Context: an optimization exercise on an open-source flow, tuned for small area, a short achievable clock period and few clock cycles per item. The choices shown serve that exercise and are no tape-out recipe. The RTL was checked by simulation tests, not by an equivalence proof against the original design.

main:
==> flow/design.v (excerpt) <==
module hsl_conv (
    input  wire       clk,
    input  wire       rst,
    input  wire       in_valid,
    output wire       in_ready,
    input  wire [7:0] in_r,
    input  wire [7:0] in_g,
    input  wire [7:0] in_b,
    output reg        out_valid,
    output reg  [8:0] out_hue,
    output reg  [9:0] out_sat,
    output reg  [9:0] out_light
);
export LEC_CHECK = 0
export ABC_AREA = 1
export CAP_MARGIN = 20
export CORE_MARGIN = 2
export CORE_UTILIZATION = 40
export CTS_BUF_LIST = sky130_fd_sc_hd__clkbuf_8
export SLEW_MARGIN = 20
create_clock -name core_clock -period 35.0 [get_ports {clk}]
standard.sh (not shown) runs the stock make flow with config.mk's settings and CLKGATE_MAP_FILE= SYNTH_SCRIPT=/design/flow/synth_recipe.tcl, a recipe that flattens the netlist after the stock synthesis.
==> flow/flow/run.sh <==
#!/bin/bash
# The standard layout (the standard.sh: ORFS synthesis through finish)
# with two changes in how it is made:
#  - ABC maps the logic with flow/abc_area.script (area-oriented mapping
#    without ABC's own buffering and gate sizing) instead of ORFS's
#    abc_area.script; ORFS's scripts are copied and only that file replaced;
#  - the port buffers ORFS inserts at global placement are buf_2 cells
#    instead of the default delay-cell buffers.
set -euo pipefail
here=$(pwd)
rm -rf "$here/orfs_scripts"
cp -r "$FLOW_HOME/scripts" "$here/orfs_scripts"
cp "$here/flow/abc_area.script" "$here/orfs_scripts/abc_area.script"
bash standard.sh SCRIPTS_DIR="$here/orfs_scripts" \
    BUFFER_PORTS_ARGS="-buffer_cell sky130_fd_sc_hd__buf_2" finish > make_finish.log 2>&1
==> flow/flow/abc_area.script <==
strash
dch
map -B 0.5
topo
stime -c
Testbench counts of main, summed over its fixed seeds: cycles 8,040, items 8,000.
What the feature branch does differently from main at the input level:
-- flow/design.v --
<<< main, line 98
    assign hR_a[1]  = Nh[13:6];
    assign hNQ_a[1] = Nh[5:0];
    assign hD_a[1]  = {d1[7:1], d1[0] | (d1 == 8'd0)};
    genvar k;
    generate
>>> the feature branch, line 98
    assign hR_a[1]  = Nh[13:6];
    assign hNQ_a[1] = Nh[5:0];
    assign hD_a[1]  = d1;     
    genvar k;
    generate
<<< main, line 195
                    always @(posedge clk) begin rq <= sR_a[k]; nq <= sNQ_a[k]; dq <= sD_a[k]; end
                    assign sR[k] = rq; assign sD[k] = dq;
                    if (k <= 8) begin : rb
                        wire [9:0] msk = 10'b0000000111 << (k - 1);
                        wire [9:0] ins = {7'd0, dq[3:1]} << (k - 1);
>>> the feature branch, line 195
                    always @(posedge clk) begin rq <= sR_a[k]; nq <= sNQ_a[k]; dq <= sD_a[k]; end
                    assign sR[k] = rq; assign sD[k] = dq;
                    if (k <= 6) begin : rd
                        wire [7:0] dh  = hD[k];
                        wire       n3  = dh[0] ^ dq[4];
                        wire       n4  = dh[1] ^ dq[5] ^ (dh[0] & dq[4]);
                        wire [9:0] msk = 10'b0000011111 << (k - 1);
                        wire [9:0] ins = {5'd0, n4, n3, dq[3:1]} << (k - 1);
                        assign sNQ[k] = (nq & ~msk) | ins;
                    end else if (k <= 8) begin : rb
                        wire [9:0] msk = 10'b0000000111 << (k - 1);
                        wire [9:0] ins = {7'd0, dq[3:1]} << (k - 1);
<<< main, line 211
                    reg [5:0] nq;
                    always @(posedge clk) begin rq <= hR_a[k]; nq <= hNQ_a[k]; dq <= hD_a[k]; end
                    assign hR[k] = rq; assign hNQ[k] = nq; assign hD[k] = dq;
                end else begin : w
                    assign hR[k] = hR_a[k]; assign hNQ[k] = hNQ_a[k]; assign hD[k] = hD_a[k];
>>> the feature branch, line 218
                    reg [5:0] nq;
                    always @(posedge clk) begin rq <= hR_a[k]; nq <= hNQ_a[k]; dq <= hD_a[k]; end
                    assign hR[k] = rq; assign hD[k] = dq;
                    if (k <= 5) begin : rb
                        wire       ng  = ~sec[k][0];
                        wire       c0  = dq[1] ^ (ng & ~dq[0]);
                        wire       c1  = dq[2] ^ (ng & ~dq[0] & ~dq[1]);
                        wire [5:0] msk = 6'b000011 << (k - 1);
                        wire [5:0] ins = {4'd0, c1, c0} << (k - 1);
                        assign hNQ[k] = (nq & ~msk) | ins;
                    end else begin : kb
                        assign hNQ[k] = nq;
                    end
                end else begin : w
                    assign hR[k] = hR_a[k]; assign hNQ[k] = hNQ_a[k]; assign hD[k] = hD_a[k];
<<< main, line 483
    wire [9:0]  light = la + lb + {9'd0, ~sb};
    wire [2:0] sc   = hue_a[11][8:6];
    wire [5:0] hq   = hue_a[11][5:0];
    wire [8:0] base = sc[2] ? (sc[0] ? 9'd0 : 9'd360) : (sc[1] ? 9'd120 : 9'd240);
    wire [8:0] hqx  = {3'd0, hq} ^ {9{~sc[0]}};
>>> the feature branch, line 500
    wire [9:0]  light = la + lb + {9'd0, ~sb};
    wire [2:0] sc   = hue_a[11][8:6];
    wire [5:0] hq   = (hue_a[11][5:0] == 6'd63) ? 6'd0 : hue_a[11][5:0];    
    wire [8:0] base = sc[2] ? (sc[0] ? 9'd0 : 9'd360) : (sc[1] ? 9'd120 : 9'd240);
    wire [8:0] hqx  = {3'd0, hq} ^ {9{~sc[0]}};
### Flow results
- Taking main as the reference, in the feature branch clock tree cell share of total cell area climbed 0.62 points; maximum clock frequency barely changed.
- Summary of the feature branch over main: summed instance area of the synthesized netlist went down by 150 um2, die area saw a decrease, hold-critical path depth did not really move, multi-input logic portion of the cell area shows a reduction of 0.33 points.
- In the feature branch the adder-cell area share of the yosys netlist turned out 0.63 points lower than in main.
- Diff the feature branch and main: length of routed met3 wiring higher in main
- Comparing mean instance size in the synthesized netlist for the feature branch and main, the smaller number came from the feature branch.
Testbench counts of the feature branch, summed over its fixed seeds: cycles 8,040, items 8,000.


Setup of run 1:
hsl_conv, a different RTL version from the one above (not shown whole).
Size in the first run: about 58 I/O pins.
==> flow/design.v (excerpt) <==
module hsl_conv (
    input  wire       clk,
    input  wire       rst,
    input  wire       in_valid,
    output wire       in_ready,
    input  wire [7:0] in_r,
    input  wire [7:0] in_g,
    input  wire [7:0] in_b,
    output reg        out_valid,
    output reg  [8:0] out_hue,
    output reg  [9:0] out_sat,
    output reg  [9:0] out_light
);
==> flow/config.mk <==
export PLATFORM = sky130hd
export DESIGN_NAME = hsl_conv
export DESIGN_NICKNAME = hsl_conv
export VERILOG_FILES = /design/flow/design.v
export SDC_FILE = /design/flow/constraint.sdc
export NUM_CORES = 4
export LEC_CHECK = 0
export ABC_AREA = 1
export CAP_MARGIN = 20
export CORE_MARGIN = 2
export CORE_UTILIZATION = 40
export CTS_BUF_LIST = sky130_fd_sc_hd__clkbuf_8
export SLEW_MARGIN = 20
==> flow/constraint.sdc <==
create_clock -name core_clock -period 35.0 [get_ports {clk}]
set_input_delay 7.0000 -clock core_clock [delete_from_list [all_inputs] [get_ports {clk}]]
set_output_delay 7.0000 -clock core_clock [all_outputs]
set_load 0.01 [all_outputs]
==> flow/flow/run.sh <==
#!/bin/bash
# The standard layout (the standard.sh: ORFS synthesis through finish),
# with the port buffers that ORFS inserts at global placement made plain
# buf_2 cells instead of the default delay-cell buffers.
set -euo pipefail
bash standard.sh BUFFER_PORTS_ARGS="-buffer_cell sky130_fd_sc_hd__buf_2" finish > make_finish.log 2>&1
Run 1 did not stop at any stage, and its layout met the timing, DRC and antenna checks.
Testbench counts of run 1, summed over its fixed seeds: cycles 8,040, items 8,000.
Input changes introduced in run 2 (baseline for comparison: run 1):
--- a/flow/design.v
+++ b/flow/design.v
@@ -4,21 +4,21 @@
     input  wire       in_valid,
     output wire       in_ready,
     input  wire [7:0] in_r,
     input  wire [7:0] in_g,
     input  wire [7:0] in_b,
     output reg        out_valid,
     output reg  [8:0] out_hue,
     output reg  [9:0] out_sat,
     output reg  [9:0] out_light
 );
-    localparam [11:0] CUT = 12'b000010001001;    
+    localparam [11:0] CUT = 12'b000010000101;    
     assign in_ready = 1'b1;
     reg       v0;
     reg [7:0] r0, g0, b0;
     always @(posedge clk) begin
         if (rst) v0 <= 1'b0;
         else     v0 <= in_valid;
         r0 <= in_r;
         g0 <= in_g;
         b0 <= in_b;
     end
@@ -44,27 +44,30 @@
                 add8[i] = a[i] ^ b[i] ^ c;
                 c = (a[i] & b[i]) | ((a[i] | b[i]) & c);
             end
             add8[8] = c;
         end
     endfunction
     wire rg = (r0 >= g0);
     wire rb = (r0 >= b0);
     wire gb = (g0 >= b0);
     wire maxr = rg & rb;
-    wire maxg = ~maxr & gb;
+    wire maxg = ~rg & gb;
+    wire maxb = ~rb & ~gb;
+    wire minr = ~rg & ~rb;
+    wire ming = rg & ~gb;
+    wire minb = rb & gb;
     wire pos  = maxr ? gb : (maxg ? ~rb : rg);
-    wire [7:0] M = maxr ? r0 : (maxg ? g0 : b0);
-    wire [7:0] Y = maxr ? g0 : (maxg ? b0 : r0);
-    wire [7:0] Z = maxr ? b0 : (maxg ? r0 : g0);
-    wire [7:0] mid = pos ? Y : Z;
-    wire [7:0] mn  = pos ? Z : Y;
+    wire [7:0] M   = ({8{maxr}} & r0) | ({8{maxg}} & g0) | ({8{maxb}} & b0);
+    wire [7:0] mn  = ({8{minr}} & r0) | ({8{ming}} & g0) | ({8{minb}} & b0);
+    wire [7:0] mid = ({8{~maxr & ~minr}} & r0) | ({8{~maxg & ~ming}} & g0)
+                   | ({8{~maxb & ~minb}} & b0);
     wire [8:0] xd = add8(M, ~mn, 1'b1);
     wire [8:0] xe = add8(mid, ~mn, 1'b1);
     wire [8:0] xs = add8(M, mn, 1'b0);
     assign v_a[0]   = v0;
     assign d_a[0]   = xd[7:0];
     assign e_a[0]   = xe[7:0];
     assign s_a[0]   = xs;
     assign sec_a[0] = {maxr, maxg, pos};
     wire [8:0]  s1   = s[0];
     wire [7:0]  d1   = d[0];
Notes after the runs:
Per the comparison of run 2 with run 1, vias after detailed routing lost 325, synthesis-to-finish area growth stayed essentially flat, placed standard-cell area moved down. Run 1 and run 2 ended up with roughly the same final critical-path required period. The portion of the clock cycle consumed by the worst path in the final layout was comparable across run 1 and run 2. Run 2 reports a lower count of mapped cells out of synthesis than run 1 does. The maximum frequency was comparable across run 1 and run 2. Diff run 1..run 2 | initial antenna violation count | unchanged.
Testbench counts of run 2, summed over its fixed seeds: cycles 8,040, items 8,000.

re-timing with driven ports:
The flow's constraints put no driver on any port. The routed layouts listed below were extracted and timed again, unchanged, in two steps. Step 1, drivers: a clkbuf_16 drives clk and a buf_2 each remaining input, both assumed. Step 2 also shifts input and output timing later by t, the mid clock arrival at the registers, as if the neighbouring blocks saw the same clock. Slacks: ideal ports / drivers / drivers and shift; pairs: ideal ports / drivers.
| run | shift t [ns] | slack for setup (ns) | worst register clock-pin slew, ns | pins driven straight from the clock port |
|---|---|---|---|---|
| main | 0.512 | 27.083 / 27.040 / 27.552 | 0.10 / 0.10 | 1 |
| the feature branch | 0.502 | 27.095 / 27.051 / 27.465 | 0.10 / 0.10 | 1 |
| run 1 | 0.520 | 27.076 / 27.032 / 27.552 | 0.10 / 0.10 | 1 |
| run 2 | 0.518 | 27.074 / 27.033 / 27.551 | 0.11 / 0.11 | 1 |
After both steps setup and hold are still met in every run listed.
